This is an optimization exercise on Yosys and OpenROAD, whose aim is small area, not a production implementation. Where RTL was checked, it was by simulation tests only, not by an equivalence proof against the original. No functional check of the RTL was part of runs 1 and 2. The flow treats the clock pin as an ideal source, which a real chip does not have. Power figures rest on the tool's default switching activity, not on a simulated workload.

==> design/flow/design.v <==
module morbo_crom (
  input             clk,
  input             RST,             
  input      [31:0] CMD,
  input      [31:0] OPERAND,
  output reg [31:0] RESULT,
  input      [11:0] EXT_ADDR,        
  output     [31:0] EXT_DATA,
  output     [31:0] HDR_MIRROR,
  output     [31:0] BUSOPT_MIRROR,
  output            VALID_OUT
);
  localparam [7:0] E_ILLEGAL  = 8'h01;
  localparam [7:0] E_RESERVED = 8'h02;
  localparam [7:0] E_BADSEL   = 8'h03;
  localparam [7:0] E_NOSECT   = 8'h04;
  localparam [7:0] E_SECTOPEN = 8'h05;
  localparam [7:0] E_FULL     = 8'h06;
  localparam [7:0] E_RANGE    = 8'h07;
  localparam [7:0] E_INPUT    = 8'h09;
  localparam [7:0] OP_NOP       = 8'h00;
  localparam [7:0] OP_CRC_CLR   = 8'h01;
  localparam [7:0] OP_CRC_WORD  = 8'h02;
  localparam [7:0] OP_CRC_READ  = 8'h03;
  localparam [7:0] OP_ROM_CLR   = 8'h10;
  localparam [7:0] OP_ROM_OPEN  = 8'h11;
  localparam [7:0] OP_ROM_PUT   = 8'h12;
  localparam [7:0] OP_ROM_CLOSE = 8'h13;
  localparam [7:0] OP_ROM_SEAL  = 8'h14;
  localparam [7:0] OP_ROM_READ  = 8'h15;
  localparam [7:0] OP_ROM_BUILD = 8'h16;
  localparam [7:0] OP_IN_WRITE  = 8'h20;
  localparam [7:0] OP_STAT_READ = 8'h30;
  function [15:0] crc_word;
    input [15:0] acc_in;
    input [31:0] w;
    integer i;
    reg [15:0] a;
    reg [3:0]  sum;
    begin
      a = acc_in;
      for (i = 7; i >= 0; i = i - 1) begin
        sum = a[15:12] ^ w[4*i +: 4];
        a   = {a[11:0], 4'b0000} ^ {sum, 12'b0} ^ {7'b0, sum, 5'b0} ^ {12'b0, sum};
      end
      crc_word = a;
    end
  endfunction
  reg [15:0] acc;
  reg [15:0] sacc;
  reg [7:0]  wp;
  reg [6:0]  ss;
  reg        sopen;
  reg        skind;
  reg        valid;
  reg        align_warn;
  reg [7:0]  err;
  reg [6:0]  inset;
  reg [31:0] in0, in1, in2, in3, in4, in5;
  reg        in6nz;
  wire [7:0]  opc = CMD[31:24];
  wire [7:0]  sel = CMD[23:16];
  wire [15:0] imm = CMD[15:0];
  wire op_nop   = opc == OP_NOP;
  wire op_cclr  = opc == OP_CRC_CLR;
  wire op_cword = opc == OP_CRC_WORD;
  wire op_cread = opc == OP_CRC_READ;
  wire op_rclr  = opc == OP_ROM_CLR;
  wire op_open  = opc == OP_ROM_OPEN;
  wire op_put   = opc == OP_ROM_PUT;
  wire op_close = opc == OP_ROM_CLOSE;
  wire op_seal  = opc == OP_ROM_SEAL;
  wire op_rread = opc == OP_ROM_READ;
  wire op_build = opc == OP_ROM_BUILD;
  wire op_inw   = opc == OP_IN_WRITE;
  wire op_stat  = opc == OP_STAT_READ;
  wire known    = op_nop | op_cclr | op_cword | op_cread | op_rclr | op_open | op_put |
                  op_close | op_seal | op_rread | op_build | op_inw | op_stat;
  wire uses_sel = op_open | op_inw | op_stat;
  wire rom_full = wp[7];
  reg [7:0] fcode;
  always @* begin
    fcode = 8'h00;
    if (!known)                               fcode = E_ILLEGAL;
    else if (!uses_sel && sel != 8'd0)        fcode = E_RESERVED;
    else if (!op_rread && imm != 16'd0)       fcode = E_RESERVED;
    else if (op_open && sel > 8'd1)           fcode = E_BADSEL;
    else if (op_inw  && sel > 8'd6)           fcode = E_BADSEL;
    else if (op_stat && sel > 8'd2)           fcode = E_BADSEL;
    else if (op_rread && imm[15:7] != 9'd0)   fcode = E_RANGE;
    else if (op_open && sopen)                fcode = E_SECTOPEN;
    else if (op_open && rom_full)             fcode = E_FULL;
    else if (op_put && !sopen)                fcode = E_NOSECT;
    else if (op_put && rom_full)              fcode = E_FULL;
    else if (op_close && !sopen)              fcode = E_NOSECT;
    else if (op_seal && sopen)                fcode = E_SECTOPEN;
    else if (op_build && inset != 7'h7f)      fcode = E_INPUT;
  end
  wire ok   = fcode == 8'h00;
  wire exec = !RST && ok;
  wire [15:0] crc_out = crc_word(op_put ? sacc : acc, OPERAND);
  wire [15:0] bib_crc  = crc_word(crc_word(crc_word(crc_word(16'h0000,
                           in0), in1 & 32'h2FFF_FFFF), in2), in3);
  wire [15:0] info_crc = crc_word(crc_word(16'h0000, in4), in5);
  wire        clr   = RST || (exec && op_rclr);
  wire        build = exec && op_build;
  wire        bulk  = clr || build;
  wire        wr    = exec && (op_open || op_put || op_close);
  wire [6:0]  waddr = op_close ? ss : wp[6:0];
  wire [6:0]  n7    = wp[6:0] - ss - 7'd1;        
  wire [31:0] hdr   = skind ? {9'd0, n7, sacc} : {1'b0, n7, 1'b0, n7, sacc};
  wire [31:0] wsrc  = op_put ? OPERAND : op_close ? hdr : 32'h0;
  function [31:0] img;
    input integer g;
    begin
      case (g)
        0:  img = {16'h0404, bib_crc};
        1:  img = in0;
        2:  img = in1 & 32'h2FFF_FFFF;
        3:  img = in2;
        4:  img = in3;
        5:  img = 32'h0004B339;
        6:  img = 32'h03123456;
        7:  img = 32'h17654321;
        8:  img = 32'h81000002;
        9:  img = 32'hB8000006;
        10: img = 32'h00040D83;
        13: img = 32'h48454C4C;
        14: img = 32'h4F000000;
        15: img = {16'h0002, info_crc};
        16: img = in4;
        17: img = in5;
        default: img = 32'h0;
      endcase
    end
  endfunction
  reg [31:0] rom [0:127];
  genvar g;
  generate
    for (g = 0; g < 128; g = g + 1) begin : g_word
      always @(posedge clk)
        if (bulk || (wr && waddr == g))
          rom[g] <= clr ? 32'h0 : build ? img(g) : wsrc;
    end
  endgenerate
  reg [31:0] rd_cmd, rd_ext;
  integer r;
  always @* begin
    rd_cmd = 32'h0;
    rd_ext = 32'h0;
    for (r = 0; r < 128; r = r + 1) begin
      rd_cmd = rd_cmd | (rom[r] & {32{imm[6:0] == r}});
      rd_ext = rd_ext | (rom[r] & {32{EXT_ADDR[8:2] == r}});
    end
  end
  wire [31:0] status = {1'b0, inset, err, 1'b0, align_warn, valid, skind, sopen, 3'b000, wp};
  always @(posedge clk) begin
    if (RST) begin
      acc        <= 16'h0000;
      sacc       <= 16'h0000;
      wp         <= 8'd0;
      ss         <= 7'd0;
      sopen      <= 1'b0;
      skind      <= 1'b0;
      valid      <= 1'b0;
      align_warn <= 1'b0;
      err        <= 8'h00;
      inset      <= 7'h00;
      RESULT     <= 32'h0;
    end else begin
      RESULT <= 32'h0;
      if (!ok) begin
        if (err == 8'h00)
          err <= fcode;
      end else begin
        if (op_cclr)  acc <= 16'h0000;
        if (op_cword) acc <= crc_out;
        if (op_cread) RESULT <= {16'h0000, acc};
        if (op_rclr) begin
          wp <= 8'd0; ss <= 7'd0; sopen <= 1'b0; skind <= 1'b0;
          sacc <= 16'h0000; valid <= 1'b0; align_warn <= 1'b0;
        end
        if (op_open) begin
          ss <= wp[6:0]; wp <= wp + 8'd1; sacc <= 16'h0000;
          sopen <= 1'b1; skind <= sel[0]; valid <= 1'b0;
        end
        if (op_put) begin
          wp <= wp + 8'd1; sacc <= crc_out;
        end
        if (op_close) begin
          sopen <= 1'b0; skind <= 1'b0;
        end
        if (op_seal)  valid <= 1'b1;
        if (op_rread) RESULT <= rd_cmd;
        if (op_build) begin
          wp <= 8'd18; ss <= 7'd15; sopen <= 1'b0; skind <= 1'b0;
          sacc <= info_crc; valid <= 1'b1; align_warn <= in6nz;
        end
        if (op_stat)
          RESULT <= (sel[1:0] == 2'd0) ? status :
                    (sel[1:0] == 2'd1) ? {25'd0, ss} : {16'h0000, sacc};
        if (op_inw) inset[sel[2:0]] <= 1'b1;
      end
    end
  end
  always @(posedge clk) begin
    if (exec && op_inw) begin
      case (sel[2:0])
        3'd0: in0 <= OPERAND;
        3'd1: in1 <= OPERAND;
        3'd2: in2 <= OPERAND;
        3'd3: in3 <= OPERAND;
        3'd4: in4 <= OPERAND;
        3'd5: in5 <= OPERAND;
        default: in6nz <= OPERAND[9:0] != 10'd0;
      endcase
    end
  end
  assign EXT_DATA      = rd_ext;
  assign HDR_MIRROR    = rom[0];
  assign BUSOPT_MIRROR = rom[2];
  assign VALID_OUT     = valid;
endmodule
==> design/flow/run.sh <==
#!/bin/bash
# synth_recipe.tcl (not shown) runs the flow's synth.tcl, then flattens the netlist and writes it again
# the make line also repeats each setting of config.mk as NAME=value (left out here)
make -C /OpenROAD-flow-scripts/flow DESIGN_CONFIG=/design/flow/config.mk WORK_HOME=/design/flow/orfs CLKGATE_MAP_FILE= SYNTH_SCRIPT=/design/flow/synth_recipe.tcl finish
==> design/flow/config.mk <==
export PLATFORM = sky130hd
export DESIGN_NAME = morbo_crom
export DESIGN_NICKNAME = morbo_crom
export VERILOG_FILES = /design/flow/design.v
export SDC_FILE = /design/flow/constraint.sdc
export NUM_CORES = 8
export LEC_CHECK = 0
export CAP_MARGIN = 0
export CELL_PAD_IN_SITES_DETAIL_PLACEMENT = 1
export CELL_PAD_IN_SITES_GLOBAL_PLACEMENT = 1
export CORE_MARGIN = 2
export CORE_UTILIZATION = 40
export PLACE_DENSITY = 0.55
export SLEW_MARGIN = 0
==> design/flow/constraint.sdc <==
create_clock -name core_clock -period 10.0 [get_ports {clk}]
set_input_delay 2.0000 -clock core_clock [delete_from_list [all_inputs] [get_ports {clk}]]
set_output_delay 2.0000 -clock core_clock [all_outputs]
set_load 0.01 [all_outputs]
==> results of run 1 <==
-- per-stage QoR --
step | setup WS [ns] | cell area, sq um | cells
after floorplan | 1.58 | 189000 | 12400
after global placement | 0.926 | 213000 | 19100
after detailed placement | 1.15 | 213000 | 19100
after CTS | 1.13 | 229000 | 20100
-- power groups by stage --
| stage | logic, mW | registers (mW) | clock network [mW] |
|---|---|---|---|
| 2_1_floorplan | 1.20 | 21.6 | 0 |
| 3_3_place_gp | 3.71 | 21.9 | 0 |
| 4_1_cts | 3.74 | 21.5 | 18.9 |
| 3_5_place_dp | 3.72 | 21.9 | 0 |
-- routing by layer --
layer / GRT usage / overflow
met5: 0.719 / 0
met4: 0.806 / 0
met3: 0.804 / 4
met2: 0.925 / 3
met1: 0.866 / 2
-- worst min path at each step --
stage	start	to	depth (start not counted)
floorplan	inset[5]	RESULT[29]	1
global placement	inset[6]	RESULT[30]	1
detailed placement	inset[0]	inset[0]	2
CTS	sacc[13]	sacc[13]	2
-- kinds of logic after synthesis --
family / synth area share
compound gates: 0.199
flops: 0.690
simple gates: 0.0464
buf+inv: 0.0188
xor+xnor: 0.0434
mux: 0.00149
fa+ha+maj: 0.000966
==> summary.txt, run 1 <==
yosys warns 2; first-pass GRT wire length 2570000 um; Main synth FF type edfxtp_1; vias in the first global route 192000; CTS Hold Buffers Added 0; Num Clock Sinks between 4000 and 5000; post_cts resized 0; EDFF count, synth 4286; total track usage 0.857; gpl congestion 1.20; largest net degree at the start of global routing between 100 and 150; Run Error [ERROR GRT-0116] Global routing finished with congestion. Check the congestion regions in the DRC Viewer.; cells after synthesis 12400; Setup Fix Bufs, Post-CTS 0; Failed at 5_1_grt; Yosys cell types 58; PortBufs 201; Die Ht 692 um; row count 252; Root Driver clkbuf_16; CTS max path bufs 4; post-synth top area cell edfxtp_1; I/O Pins 207; status stopped before the end; Synth area leaders edfxtp_1 68%, a22oi_1 6.8%, a22o_1 5.6%, a221oi_1 5.6%, nand4_1 2.2%; Initial Util 0.402; most common library cells after synthesis 4286 x edfxtp_1, 1709 x a22oi_1, 1217 x a22o_1; die width roughly 690 um; #FFs+latches synth 4380; top-count cell post-synth edfxtp_1; top-area cell type share of the netlist area 0.680; DP HPWL 1260000 um; Syn Std Cell Area 0.189 sq mm; grt total ovfl 9; async set-reset flop share out of synthesis 0; CTS Buf Count around 520; sequential area share after synthesis 0.690; H-tree depth 6; syn avg cell area 15.2 sq um
==> run 2: changes to the inputs <==
--- a/design/flow/design.v
+++ b/design/flow/design.v
@@ -138,21 +138,27 @@
   genvar g;
   generate
     for (g = 0; g < 128; g = g + 1) begin : g_word
+      wire        en = bulk || (wr && waddr == g);
+      wire [31:0] d  = clr ? 32'h0 : build ? img(g) : wsrc;
+      wire [31:0] nxt;
+      wire        en_n = ~en;
+      genvar b;
+      for (b = 0; b < 32; b = b + 1) begin : g_bit
+        morbo_hold u_hold (.q(rom[g][b]), .d(d[b]), .en(en), .en_n(en_n), .y(nxt[b]));
+      end
       always @(posedge clk)
-        if (bulk || (wr && waddr == g))
-          rom[g] <= clr ? 32'h0 : build ? img(g) : wsrc;
-    end
-  endgenerate
-  reg [31:0] rd_cmd, rd_ext;
-  integer r;
-  always @* begin
-    rd_cmd = 32'h0;
-    rd_ext = 32'h0;
-    for (r = 0; r < 128; r = r + 1) begin
-      rd_cmd = rd_cmd | (rom[r] & {32{imm[6:0] == r}});
-      rd_ext = rd_ext | (rom[r] & {32{EXT_ADDR[8:2] == r}});
-    end
-  end
+        rom[g] <= nxt;
+    end
+  endgenerate
+  wire [31:0] rd_cmd, rd_ext;
+  wire [32*128-1:0] rom_flat;
+  generate
+    for (g = 0; g < 128; g = g + 1) begin : g_flat
+      assign rom_flat[32*g +: 32] = rom[g];
+    end
+  endgenerate
+  morbo_rd u_rd_cmd (.words(rom_flat), .idx(imm[6:0]),      .q(rd_cmd));
+  morbo_rd u_rd_ext (.words(rom_flat), .idx(EXT_ADDR[8:2]), .q(rd_ext));
   wire [31:0] status = {1'b0, inset, err, 1'b0, align_warn, valid, skind, sopen, 3'b000, wp};
   always @(posedge clk) begin
     if (RST) begin
@@ -221,3 +227,44 @@
   assign BUSOPT_MIRROR = rom[2];
   assign VALID_OUT     = valid;
 endmodule
+module morbo_rd (
+  input  [32*128-1:0] words,
+  input  [6:0]        idx,
+  output [31:0]       q
+);
+  wire [128:0] oh;
+  genvar i, b;
+  generate
+    for (i = 0; i < 128; i = i + 1) begin : g_oh
+      assign oh[i] = idx == i;
+    end
+  endgenerate
+  assign oh[128] = 1'b0;
+  generate
+    for (b = 0; b < 32; b = b + 1) begin : g_bit
+      wire [42:0] t;
+      for (i = 0; i < 43; i = i + 1) begin : g_t
+        wire d2 = (3*i+2 < 128) ? words[32*(3*i+2)+b] : 1'b0;
+        morbo_aoi3 u (.s({oh[3*i+2], oh[3*i+1], oh[3*i]}),
+                      .d({d2, words[32*(3*i+1)+b], words[32*(3*i)+b]}), .y(t[i]));
+      end
+      assign q[b] = ~&t;
+    end
+  endgenerate
+endmodule
+module morbo_aoi3 (
+  input  [2:0] s,
+  input  [2:0] d,
+  output       y
+);
+  assign y = ~|(s & d);
+endmodule
+module morbo_hold (
+  input  q,
+  input  d,
+  input  en,
+  input  en_n,
+  output y
+);
+  assign y = (q | en) & (d | en_n);
+endmodule
==> design/flow/config.mk (replaced) <==
export PLATFORM = sky130hd
export DESIGN_NAME = morbo_crom
export DESIGN_NICKNAME = morbo_crom
export VERILOG_FILES = /design/flow/design.v
export SDC_FILE = /design/flow/constraint.sdc
export NUM_CORES = 8
export LEC_CHECK = 0
export CAP_MARGIN = 0
export CELL_PAD_IN_SITES_DETAIL_PLACEMENT = 2
export CELL_PAD_IN_SITES_GLOBAL_PLACEMENT = 2
export CORE_MARGIN = 2
export CORE_UTILIZATION = 25
export PLACE_DENSITY = 0.6
export SLEW_MARGIN = 0
export SYNTH_HIERARCHICAL = 1
==> run 2 against run 1 <==
Net effect:
- now fails the layout checks on capacitance limit, slew limit
- area after synthesis is 7.3% lower
- synthesized cell count grew 16%
==> summary.txt, run 2 <==
leading cell type in the layout, fill and taps excluded dfxtp_1; worst-margin pin slew 1.50 ns; Initial Util 0.251; Crit path max-delay family simple AND/OR/NAND/NOR gates; RR Endpoint rom[0][8]; Syn Std Cell Area 0.175 sq mm; share of cells above drive strength 1 0.152; VDD IR max 0.193 mV; Worst R2R Setup Slack 1.65 ns; sequential area share after synthesis 0.511; Max Transition Viols Final 1; vias in the first global route 170000; die width 842 um; cells after synthesis 14400; first-pass GRT wire length 1510000 um; highest clock rate 100 MHz; Vias 177000; post-synthesis mux area share 0.00131; crit path max fanout 25; Logic pwr share 0.101; #FFs+latches synth 4380; DP HPWL 752000 um; max-cap violations 2; Yosys cell types 67; initial antenna violation count 99; max reg flops 4096; TritonCTS clock tree done; buffer and inverter count on the worst path 5; max_slew headroom -0.00577; Post-DRT Antenna Nets 0; PortBufs 201; H-tree depth 6; total track usage 0.303; I/O Pins 207; post-synthesis simple-gate area fraction 0.0483; Routed Wire Length about 1100000 um; largest net degree at the start of global routing 120; yosys warns 9; Num Clock Sinks 4380; CP Capture Type output port; P&R area growth vs syn 25.4%; Initial DRC Count 34000; final worst setup slack 0.0422 ns; Int Pwr 31.8 mW; Main synth FF type dfxtp_1; final count of hold timing violations 0; Hold Path Origin rom[70][3]; Sw Pwr 12.4 mW; most frequent cells in the layout 4190 x dfxtp_1, 4096 x o22a_1, 2753 x a222oi_1, 930 x buf_4, 649 x nand4_1; violated checks capacitance limit, slew limit; R2R depth 17; worst r2r src in0[31]; top-area cell type share of the netlist area 0.478; row count 307; CP arrival 7.96 ns; Fill cells ~74000; Setup Fix Bufs, Post-CTS 0; startpoint types primary input; PwrDens 201 mW/mm^2; Min Clock Period, post-route 9.96 ns; drt drc 0; post-DR vias/cell 6.83; syn avg cell area 12.1 sq um; gpl congestion 0.945; drt wl/cell 43.8 um; Most flops, register rom; overall power around 44 mW; Compound-Gate Fraction of Synth Area 0.383; # nets final 16300; worst slack at placement between 0.5 and 0.6 ns; post-synth top area cell dfxtp_1; Hold WS just under 0.5 ns; grt total ovfl 0; slowest CP cell nor3_2; sequential power share 0.449; xor and xnor area share after synthesis 0.0487; Critical Path Max Stage Delay between 1 and 1.5 ns; leakage 84.5 nW; Hold Crit Class flip-flop to flip-flop; largest family of logic cells by synthesized area compound AO/OA/AOI/OAI gates; die area 0.708 sq mm; hold path depth 1; EDFF count, synth between 150 and 200; Reg clk slew, reported paths roughly 0.05 ns; sw frac 0.280; top-count cell post-synth dfxtp_1; status complete, but fails checks; Synth area leaders dfxtp_1 48%, o22a_1 20%, a222oi_1 16%, edfxtp_1 3.3%, nand4_1 2.3%; Root Driver clkbuf_16; CP most frequent cell buf_4; Hold Path Sink rom[70][3]; Crit Path Category primary input to output port; Layout Skew approximately 0.11 ns; Die Ht 842 um; CTS max path bufs 4; Clock power frac 0.449; first-pass iteration count of the detailed router 11; worst path cell trace clkdlybuf4s50_1, nor2_1, nand2_2, buf_4, nor2_4, buf_4, a222oi_1, nand4_1, nor3_2, nand3_1, buf_4, clkdlybuf4s50_1; RSZ-0062 raised after global routing false; Core Area 0.699 sq mm; Period Utilization, post-route 0.996; async set-reset flop share out of synthesis 0; Critical Path RT 8.00 ns; clk latency of the worst-skew pair 1.14 ns; Final setup viols 0; setup TNS 0 ns; most common library cells after synthesis 4190 x dfxtp_1, 4096 x o22a_1, 2753 x a222oi_1; Post-Synth Adder-Cell Area 0.00104; CTS Buf Count 527; post_cts resized 0; CTS Hold Buffers Added 0
==> run 2: cell types whose count changed after synthesis, moves of 169 or more <==
| cell | delta |
|---|---|
| a221oi_1 | -1207 |
| a21o_1 | -169 |
| clkbuf_1 | -685 |
| o22a_1 | +4096 |
| a222oi_1 | +2753 |
| dfxtp_1 | +4096 |
| a22o_1 | -1211 |
| edfxtp_1 | -4096 |
| o21a_1 | +172 |
| a22oi_1 | -1655 |
==> run 2: how the worst max path moves through the flow <==
stage	startpoint	endpoint	slack, ns	depth (start not counted)
after detailed placement	EXT_ADDR[2]	EXT_DATA[22]	0.56	12
after global routing	EXT_ADDR[2]	EXT_DATA[22]	0.20	12
after CTS	EXT_ADDR[2]	EXT_DATA[22]	0.56	12
final	EXT_ADDR[4]	EXT_DATA[22]	0.04	12
after floorplan	CMD[29]	rom[0][23]	0.87	16
after global placement	EXT_ADDR[3]	EXT_DATA[21]	0.15	11
==> run 2: power groups by stage <==
stage,Clock [mW],Combinational (mW),Sequential (mW)
3_3_place_gp,0,4.21,20.1
3_5_place_dp,0,4.30,20.2
2_1_floorplan,0,2.23,19.8
4_1_cts,20.0,4.33,19.8
6_report,19.8,4.47,19.8
5_1_grt,20.8,4.53,20.0
==> run 2: layer usage <==
metal,global-route usage,share of wire
met1,0.387,0.39
met2,0.450,0.42
met5,0,0.00040
met3,0.0868,0.12
met4,0.188,0.076
==> run 2: area by class of cell <==
cell class,instances,area (sq um),share of cell area
flip-flops and latches,4380,89600,0.407
multi-input cells,9895,89900,0.409
clock inverters,161,2090,0.00949
diodes,34,85.1,0.000387
well taps,9270,11600,0.0527
clock buffers,767,15400,0.0698
inverters,147,552,0.00251
repair buffers,1221,10800,0.0490
==> run 2: modules after synthesis (local to each module, per instance) <==
module	copies in the design	cell area, sq um	cells inside
morbo_rd	2	3630	654
morbo_hold	4096	8.76	1
morbo_crom	1	105000	6280
morbo_aoi3	2752	10.0	1
==> run 2: worst register-to-register path, stage by stage (launching register included) <==
cell,delay [ns]
edfxtp_1,0.59
xnor2_1,0.61
xnor3_1,0.45
xnor3_1,0.52
xnor2_1,0.61
xnor3_1,0.52
xnor3_2,0.55
xnor2_1,0.52
xnor2_1,0.29
xnor3_2,0.59
xnor3_1,0.45
xnor2_1,0.49
xnor3_2,0.58
xnor2_1,0.16
xnor2_1,0.44
xor2_1,0.13
a21boi_0,0.57
o22a_1,0.21
==> run 2: cell families after synthesis <==
logic type               count (synthesis)
AO/OA/AOI/OAI                         7424
XOR/XNOR                               703
adder cells (fa/ha/maj)                 14
buffers and inverters                  287
flip-flops                            4380
multiplexers                            23
other                                    2
AND/OR/NAND/NOR                       1603
==> run 2: stage by stage <==
step	cells	util	instance area [sq um]
2_1_floorplan	14600	-	176000
3_3_place_gp	24900	0.289	202000
3_5_place_dp	24900	0.289	202000
4_1_cts	25800	0.314	220000
5_1_grt	25800	0.315	220000
6_report	25900	0.315	220000
==> run 3: changes to the inputs <==
--- a/design/flow/design.v
+++ b/design/flow/design.v
@@ -209,18 +209,25 @@
       end
     end
   end
+  wire inw = exec && op_inw;
+  wire [5:0] in_en;
+  genvar k;
+  generate
+    for (k = 0; k < 6; k = k + 1) begin : g_in
+      assign in_en[k] = inw && sel[2:0] == k;
+    end
+  endgenerate
+  wire [31:0] in0_n, in1_n, in2_n, in3_n, in4_n, in5_n;
+  morbo_hold32 u_in0 (.q(in0), .d(OPERAND), .en(in_en[0]), .en_n(~in_en[0]), .y(in0_n));
+  morbo_hold32 u_in1 (.q(in1), .d(OPERAND), .en(in_en[1]), .en_n(~in_en[1]), .y(in1_n));
+  morbo_hold32 u_in2 (.q(in2), .d(OPERAND), .en(in_en[2]), .en_n(~in_en[2]), .y(in2_n));
+  morbo_hold32 u_in3 (.q(in3), .d(OPERAND), .en(in_en[3]), .en_n(~in_en[3]), .y(in3_n));
+  morbo_hold32 u_in4 (.q(in4), .d(OPERAND), .en(in_en[4]), .en_n(~in_en[4]), .y(in4_n));
+  morbo_hold32 u_in5 (.q(in5), .d(OPERAND), .en(in_en[5]), .en_n(~in_en[5]), .y(in5_n));
   always @(posedge clk) begin
-    if (exec && op_inw) begin
-      case (sel[2:0])
-        3'd0: in0 <= OPERAND;
-        3'd1: in1 <= OPERAND;
-        3'd2: in2 <= OPERAND;
-        3'd3: in3 <= OPERAND;
-        3'd4: in4 <= OPERAND;
-        3'd5: in5 <= OPERAND;
-        default: in6nz <= OPERAND[9:0] != 10'd0;
-      endcase
-    end
+    in0 <= in0_n; in1 <= in1_n; in2 <= in2_n; in3 <= in3_n; in4 <= in4_n; in5 <= in5_n;
+    if (inw && sel[2:0] == 3'd6)
+      in6nz <= OPERAND[9:0] != 10'd0;
   end
   assign EXT_DATA      = rd_ext;
   assign HDR_MIRROR    = rom[0];
@@ -232,25 +239,32 @@
   input  [6:0]        idx,
   output [31:0]       q
 );
-  wire [128:0] oh;
+  wire [127:0] oh;
   genvar i, b;
   generate
     for (i = 0; i < 128; i = i + 1) begin : g_oh
       assign oh[i] = idx == i;
     end
   endgenerate
-  assign oh[128] = 1'b0;
   generate
     for (b = 0; b < 32; b = b + 1) begin : g_bit
       wire [42:0] t;
-      for (i = 0; i < 43; i = i + 1) begin : g_t
-        wire d2 = (3*i+2 < 128) ? words[32*(3*i+2)+b] : 1'b0;
+      for (i = 0; i < 42; i = i + 1) begin : g_t
         morbo_aoi3 u (.s({oh[3*i+2], oh[3*i+1], oh[3*i]}),
-                      .d({d2, words[32*(3*i+1)+b], words[32*(3*i)+b]}), .y(t[i]));
-      end
+                      .d({words[32*(3*i+2)+b], words[32*(3*i+1)+b], words[32*(3*i)+b]}),
+                      .y(t[i]));
+      end
+      morbo_aoi2 u_last (.s(oh[127:126]), .d({words[32*127+b], words[32*126+b]}), .y(t[42]));
       assign q[b] = ~&t;
     end
   endgenerate
+endmodule
+module morbo_aoi2 (
+  input  [1:0] s,
+  input  [1:0] d,
+  output       y
+);
+  assign y = ~|(s & d);
 endmodule
 module morbo_aoi3 (
   input  [2:0] s,
@@ -268,3 +282,17 @@
 );
   assign y = (q | en) & (d | en_n);
 endmodule
+module morbo_hold32 (
+  input  [31:0] q,
+  input  [31:0] d,
+  input         en,
+  input         en_n,
+  output [31:0] y
+);
+  genvar b;
+  generate
+    for (b = 0; b < 32; b = b + 1) begin : g_bit
+      morbo_hold u (.q(q[b]), .d(d[b]), .en(en), .en_n(en_n), .y(y[b]));
+    end
+  endgenerate
+endmodule
==> design/flow/flow/run.sh (new file) <==
#!/bin/bash
# Layout flow: the standard flow (standard.sh) with these changes:
#  - the ports are buffered with sky130_fd_sc_hd__buf_1 cells;
#  - clock tree synthesis runs without dummy loads, with clkbuf_8 buffers and
#    sink clusters of at most 24 sinks within 70 um;
#  - after clock tree synthesis, flow/post_cts.tcl turns each leaf clock
#    buffer whose flip-flop clock pins see a slew above 100 ps into a
#    clkbuf_16 and legalizes the placement again.
# The full make/OpenROAD output goes to standard.log; ORFS's per-step logs
# are under orfs/logs.
set -euo pipefail
export BUFFER_PORTS_ARGS="-buffer_cell sky130_fd_sc_hd__buf_1"
export CTS_ARGS="-sink_clustering_enable -repair_clock_nets -dont_use_dummy_load -sink_clustering_size 24 -sink_clustering_max_diameter 70 -buf_list sky130_fd_sc_hd__clkbuf_8"
export POST_CTS_TCL="$PWD/flow/post_cts.tcl"
bash standard.sh > standard.log 2>&1
==> design/flow/flow/post_cts.tcl (new file) <==
# POST_CTS hook: a leaf clock buffer (clkbuf_8 driving only flip-flop clock
# pins) whose clock pins see a slew above 100 ps becomes a clkbuf_16; then the
# placement is legalized again.
estimate_parasitics -placement
set big [get_lib_cells sky130_fd_sc_hd__clkbuf_16]
set n 0
foreach inst [get_cells *] {
  if {[get_property $inst ref_name] ne "sky130_fd_sc_hd__clkbuf_8"} { continue }
  set out [get_pins -of_objects $inst -filter "direction==output"]
  set loads [get_pins -of_objects [get_nets -of_objects $out] -filter "direction==input"]
  set leaf 1
  set worst 0
  foreach l $loads {
    if {[get_property $l lib_pin_name] ne "CLK"} { set leaf 0; break }
    set s [get_property $l slew_max]
    if {$s > $worst} { set worst $s }
  }
  if {$leaf && $worst > 0.100} {
    replace_cell $inst $big
    incr n
  }
}
puts "post_cts: upsized $n leaf clock buffers to clkbuf_16"
estimate_parasitics -placement
detailed_placement
check_placement -verbose
estimate_parasitics -placement
==> design/flow/standard.sh (new file) <==
#!/bin/bash
# synth_recipe.tcl (not shown) runs the flow's synth.tcl, then flattens the netlist and writes it again
# the make line also repeats each setting of config.mk as NAME=value (left out here)
make -C /OpenROAD-flow-scripts/flow DESIGN_CONFIG=/design/flow/config.mk WORK_HOME=/design/flow/orfs CLKGATE_MAP_FILE= SYNTH_SCRIPT=/design/flow/synth_recipe.tcl "${@:-finish}"
==> design/flow/config.mk (replaced) <==
export PLATFORM = sky130hd
export DESIGN_NAME = morbo_crom
export DESIGN_NICKNAME = morbo_crom
export VERILOG_FILES = /design/flow/design.v
export SDC_FILE = /design/flow/constraint.sdc
export NUM_CORES = 8
export LEC_CHECK = 0
export CAP_MARGIN = 30
export CELL_PAD_IN_SITES_DETAIL_PLACEMENT = 1
export CELL_PAD_IN_SITES_GLOBAL_PLACEMENT = 1
export CORE_MARGIN = 2
export CORE_UTILIZATION = 45
export PLACE_DENSITY = 0.8
export SETUP_SLACK_MARGIN = 1.0
export SLEW_MARGIN = 30
export SYNTH_HIERARCHICAL = 1
removed: design/flow/run.sh
==> run 3 against run 2 <==
Net effect:
- the run now finishes clean
- sequential share of layout area is 3.2 points higher
- via count is 2.6% higher
- wire length is 13% lower
- die area is 44% lower
- area after synthesis is 0.32% higher
- hold slack worse by 0.097 ns
- flip-flop and latch count stayed put
- maximum frequency is 6.7% higher
- clock power is about 50% lower
- sequential power hardly changed
- critical path type unchanged
- largest cell class unchanged
- highest routed layer unchanged
==> summary.txt, run 3 <==
Period Utilization, post-route 0.933; Max Transition Viols Final 0; status complete, no violations; sw frac 0.286; highest clock rate 107 MHz; vias in the first global route 166000; first-pass GRT wire length 1340000 um; startpoint types primary input; R2R depth 16; Routed Wire Length 988000 um; largest net degree at the start of global routing 123; Worst R2R Setup Slack 2.11 ns; Crit Path Category primary input to output port; Setup crit start EXT_ADDR[2]; Sw Pwr 9.56 mW; drt wl/cell 46.7 um; post-DR vias/cell 8.58; Layout Skew 0.196 ns; P&R area growth vs syn 13.4%; Hold Crit Class flip-flop to flip-flop; TritonCTS clock tree done; Most flops, register rom; most frequent cells in the layout 4379 x dfxtp_1, 4286 x o22a_1, 2697 x a222oi_1, 770 x buf_4, 645 x nand4_1; Logic pwr share 0.114; Initial DRC Count 45100; Initial Util 0.452; Min Clock Period, post-route between 9 and 10 ns; share of cells above drive strength 1 0.116; Clock power frac 0.297; hold path depth 1; # nets final 15900; CP endpoint EXT_DATA[3]; VDD IR max around 0.13 mV; RSZ-0062 raised after global routing false; first-pass iteration count of the detailed router 17; RR Endpoint rom[0][9]; initial antenna violation count 130; Final setup viols 0; PortBufs 201; Vias roughly 180k; placed instance area 0.193 sq mm; Post-DRT Antenna Nets 0; final count of hold timing violations 0; Syn Std Cell Area 0.176 sq mm; max-cap violations 0; Die Ht 629 um; Final Util 0.513; row count 229; syn avg cell area 12.0 sq um; drt drc 0; sequential power share 0.589; Reg clk slew, reported paths 0.09 ns; DP HPWL 640000 um; die width around 630 um; cells after synthesis approximately 15000; clk latency of the worst-skew pair 1.34 ns; yosys warns 9; I/O Pins 207; Fill cells around 41000; max_slew headroom 0.143; leading cell type in the layout, fill and taps excluded dfxtp_1; Core Area 0.389 sq mm; Finished Cell Area 0.200 sq mm; worst-margin pin slew 1.29 ns; Num Clock Sinks 4380; setup TNS 0 ns; Critical Path RT roughly 8 ns; grt total ovfl 0; PwrDens 168 mW/mm^2; CP arrival 7.33 ns; CP Capture Type output port; leakage 78.5 nW; die area 0.396 sq mm; worst r2r src in0[26]; max reg flops approximately 4000; Int Pwr 23.9 mW; gpl congestion 1.06; crit path max fanout 20; total track usage 0.470
run 3: changes by cell type in the layout (fill, tap and decap cells not counted), moves of 102 or more:
cell	change
edfxtp_1	-189
clkbuf_16	-369
buf_4	-160
dfxtp_1	+189
conb_1	-128
o22a_1	+190
nor2_1	+102
clkdlybuf4s50_1	-200
buf_1	+199
clkbuf_1	-125
run 3: worst min-delay path by stage:
stage                from  slack (ns)          to
global placement    in6nz        0.44  align_warn
global route        in6nz        0.40  align_warn
detailed placement  in6nz        0.46  align_warn
floorplan           in6nz        0.44  align_warn
finish              in6nz        0.40  align_warn
run 3: critical path, cell delays in order:
cell and delay (ns):
buf_1 0.32, nor2b_1 0.22, nand2_2 0.71, nor2_2 0.42
buf_4 0.32, a222oi_1 0.74, nand4_1 0.54, nor4_2 1.17
nand3_1 0.60, buf_1 0.27
run 3: power groups by stage:
stage,Clock [mW],Combinational (mW),Sequential (mW)
floorplan,0,2.04,19.7
global placement,0,3.45,19.9
detailed placement,0,3.57,20.0
global route,10.4,3.82,19.8
finish,9.93,3.82,19.7
run 3: layout make-up:
type | count | area (sq um) | area share
Antenna cell | 88 | 220 | 0.00110
Multi-Input combinational cell | 9985 | 90900 | 0.455
Timing Repair Buffer | 1053 | 8080 | 0.0405
Clock buffer | 266 | 5560 | 0.0279
Sequential cell | 4380 | 87700 | 0.439
Inverter | 169 | 634 | 0.00318
Tap cell | 5197 | 6500 | 0.0326
run 3: per-layer routing:
layer,up-vias,GRT usage,share of wire
li1,68900,-,-
met1,91000,0.562,0.34
met2,17000,0.634,0.38
met3,4323,0.223,0.18
met4,100,0.388,0.11
met5,-,0.0118,0.0013
run 3: per-stage QoR:
stage / total power, mW / cells / hold slack [ns] / worst slack, ns
6_report: 33.5 / 21100 / 0.400 / 0.667
5_1_grt: 34.1 / 21100 / 0.402 / 1.14
3_5_place_dp: 23.6 / 20800 / 0.456 / 1.30
3_3_place_gp: 23.4 / 20700 / 0.437 / 1.18
2_1_floorplan: 21.8 / 14700 / 0.436 / 0.699
==> run 4: changes to the inputs <==
--- a/design/flow/config.mk
+++ b/design/flow/config.mk
@@ -10,7 +10,7 @@
 export CELL_PAD_IN_SITES_GLOBAL_PLACEMENT = 1
 export CORE_MARGIN = 2
 export CORE_UTILIZATION = 45
-export PLACE_DENSITY = 0.8
+export PLACE_DENSITY = 0.75
 export SETUP_SLACK_MARGIN = 1.0
 export SLEW_MARGIN = 30
 export SYNTH_HIERARCHICAL = 1
==> run 4 against run 3 <==
Net effect:
- still clean
- sequential share of layout area is 0.25 points lower
- hold slack better by 0.081 ns
- die area unchanged
- clock power about the same
- non-clock buffer count is 68 higher
- register-to-register slack gained 0.10 ns
- critical path depth increased by 1
- final area increased by 0.56%
- final cell count grew 0.31%
- synthesized cell count unchanged
- critical endpoint is now EXT_DATA[24]
==> summary.txt, run 4 <==
Layout Skew around 0.21 ns; Num Clock Sinks 4380; grt total ovfl 0; Clock power frac 0.300; worst slack at placement 1.27 ns; worst-margin pin slew between 1 and 1.5 ns; VDD IR max 0.135 mV; Routed Wire Length 1010000 um; Worst R2R Setup Slack 2.21 ns; Max Transition Viols Final 0; highest clock rate approximately 110 MHz; Most flops, register rom; max_slew headroom 0.132; RSZ-0062 raised after global routing false; most frequent cells in the layout 4379 x dfxtp_1, 4286 x o22a_1, 2697 x a222oi_1, 812 x buf_4, 645 x nand4_1; post-DR vias/cell 8.53; Core Area 0.389 sq mm; CP Capture Type output port; Logic pwr share 0.117; R2R depth 16; RR Endpoint rom[0][10]; leakage 79.0 nW; Sw Pwr 9.68 mW; Critical Path RT 8.00 ns; syn avg cell area 12.0 sq um; yosys warns 9; TritonCTS clock tree done; Reg clk slew, reported paths 0.09 ns; Vias 181000; sw frac 0.287; # nets final approximately 16000; DP HPWL about 660000 um; P&R area growth vs syn 14.1%; cells after synthesis roughly 15000; Crit Path Category primary input to output port; setup TNS 0 ns; Int Pwr 24.1 mW; vias in the first global route about 170k; Final setup viols 0; max-cap violations 0; CP arrival 7.22 ns; startpoint types primary input; Period Utilization, post-route 0.922; first-pass GRT wire length 1360000 um; first-pass iteration count of the detailed router 16; Initial DRC Count around 43000; status complete, no violations; total track usage 0.481; Min Clock Period, post-route roughly 9.2 ns; share of cells above drive strength 1 0.123; PwrDens 168 mW/mm^2; I/O Pins between 200 and 250; Syn Std Cell Area 0.176 sq mm; row count between 200 and 250; dpl cells roughly 21000; Post-DRT Antenna Nets 0; initial antenna violation count 116; final worst setup slack 0.775 ns; clk latency of the worst-skew pair 1.30 ns; die area 0.396 sq mm; PortBufs between 200 and 250; die width around 630 um; leading cell type in the layout, fill and taps excluded dfxtp_1; Initial Util 0.452; crit path max fanout 21; worst r2r src in0[20]; Die Ht between 600 and 700 um; largest net degree at the start of global routing 119; drt drc 0; hold path depth 1; CP endpoint EXT_DATA[24]; Hold Crit Class flip-flop to flip-flop; Setup crit start EXT_ADDR[3]; drt wl/cell 47.5 um; Non-Filler Instances 21200; gpl congestion between 1 and 1.5; sequential power share 0.583; final count of hold timing violations 0; Fill cells between 40000 and 50000; max reg flops 4096
## run 4: worst max-delay path, cell delays in order
cell and delay [ns]:
buf_1 0.31, nor2_1 0.19, nand2_1 0.62, buf_4 0.41, nor2_4 0.22, buf_4 0.31, a222oi_1 0.40, nand4_1 0.47
nor4_1 1.11, nand3_2 0.77, buf_1 0.31
## run 4: worst min path at each step
| stage | start | to |
|---|---|---|
| floorplan | in6nz | align_warn |
| global placement | in6nz | align_warn |
| detailed placement | in6nz | align_warn |
| global route | in6nz | align_warn |
| finish | inset[1] | RESULT[25] |
## run 4: power by group through the flow
| stage | logic [mW] | clock network [mW] | registers [mW] |
|---|---|---|---|
| finish | 3.95 | 10.1 | 19.7 |
| detailed placement | 3.69 | 0 | 20.0 |
| global route | 3.94 | 10.6 | 19.8 |
| floorplan | 2.04 | 0 | 19.7 |
| global placement | 3.57 | 0 | 19.9 |
## run 4: cell type report
cell class	count	area (sq um)	share of cell area
Sequential cell	4380	87700	0.437
Multi-Input combinational cell	9985	91100	0.454
Clock buffer	278	5770	0.0288
Antenna cell	74	185	0.000923
Tap cell	5197	6500	0.0324
Timing Repair Buffer	1121	8760	0.0437
Inverter	169	636	0.00317
## run 4: routing by layer
layer,global-route usage,routed length [um]
met1,0.575,347000
met2,0.660,389000
met3,0.236,175000
met4,0.353,96200
met5,0.0153,1370
## run 4: stage by stage
step                       util  hold WS (ns)  power (mW)  area [sq um]
final                     0.516         0.481        33.7        201000
after global routing      0.515         0.504        34.4        201000
after detailed placement  0.500         0.479        23.7        194000
after global placement    0.497         0.438        23.5        193000
after floorplan               -         0.436        21.8        176000

[port drivers added, routing unchanged]
Ports are ideal in the flow. The routed layouts listed here were re-timed in OpenROAD.
Step 1, drivers: a clkbuf_16 drives clk and a buf_2 each remaining input, both assumed.
Step 2 adds t to the input delays and takes it off the output delays; t is the mean of the earliest and latest rising clock arrival at the registers after step 1. Input paths then give back, and output paths get back, about the clock's delay inside the block.
Slacks: no drivers / after step 1 / after step 2; pairs: no drivers / after step 1.
run | shift t [ns] | setup slack, ns | clock arrival spread, ns | worst slew at a driven data input, ns | pins driven straight from the clock port
run 2 | 1.253 | 0.042 / -0.189 / -0.189 | 0.152 / 0.152 | 0.29 | 1
run 3 | 1.342 | 0.667 / 0.455 / 0.455 | 0.211 / 0.210 | 0.51 | 1
run 4 | 1.304 | 0.775 / 0.464 / 0.464 | 0.215 / 0.215 | 0.37 | 1
For run 4, which loses most, drivers alone change the setup slack by -0.311 ns; drivers and shift together by -0.311 ns.
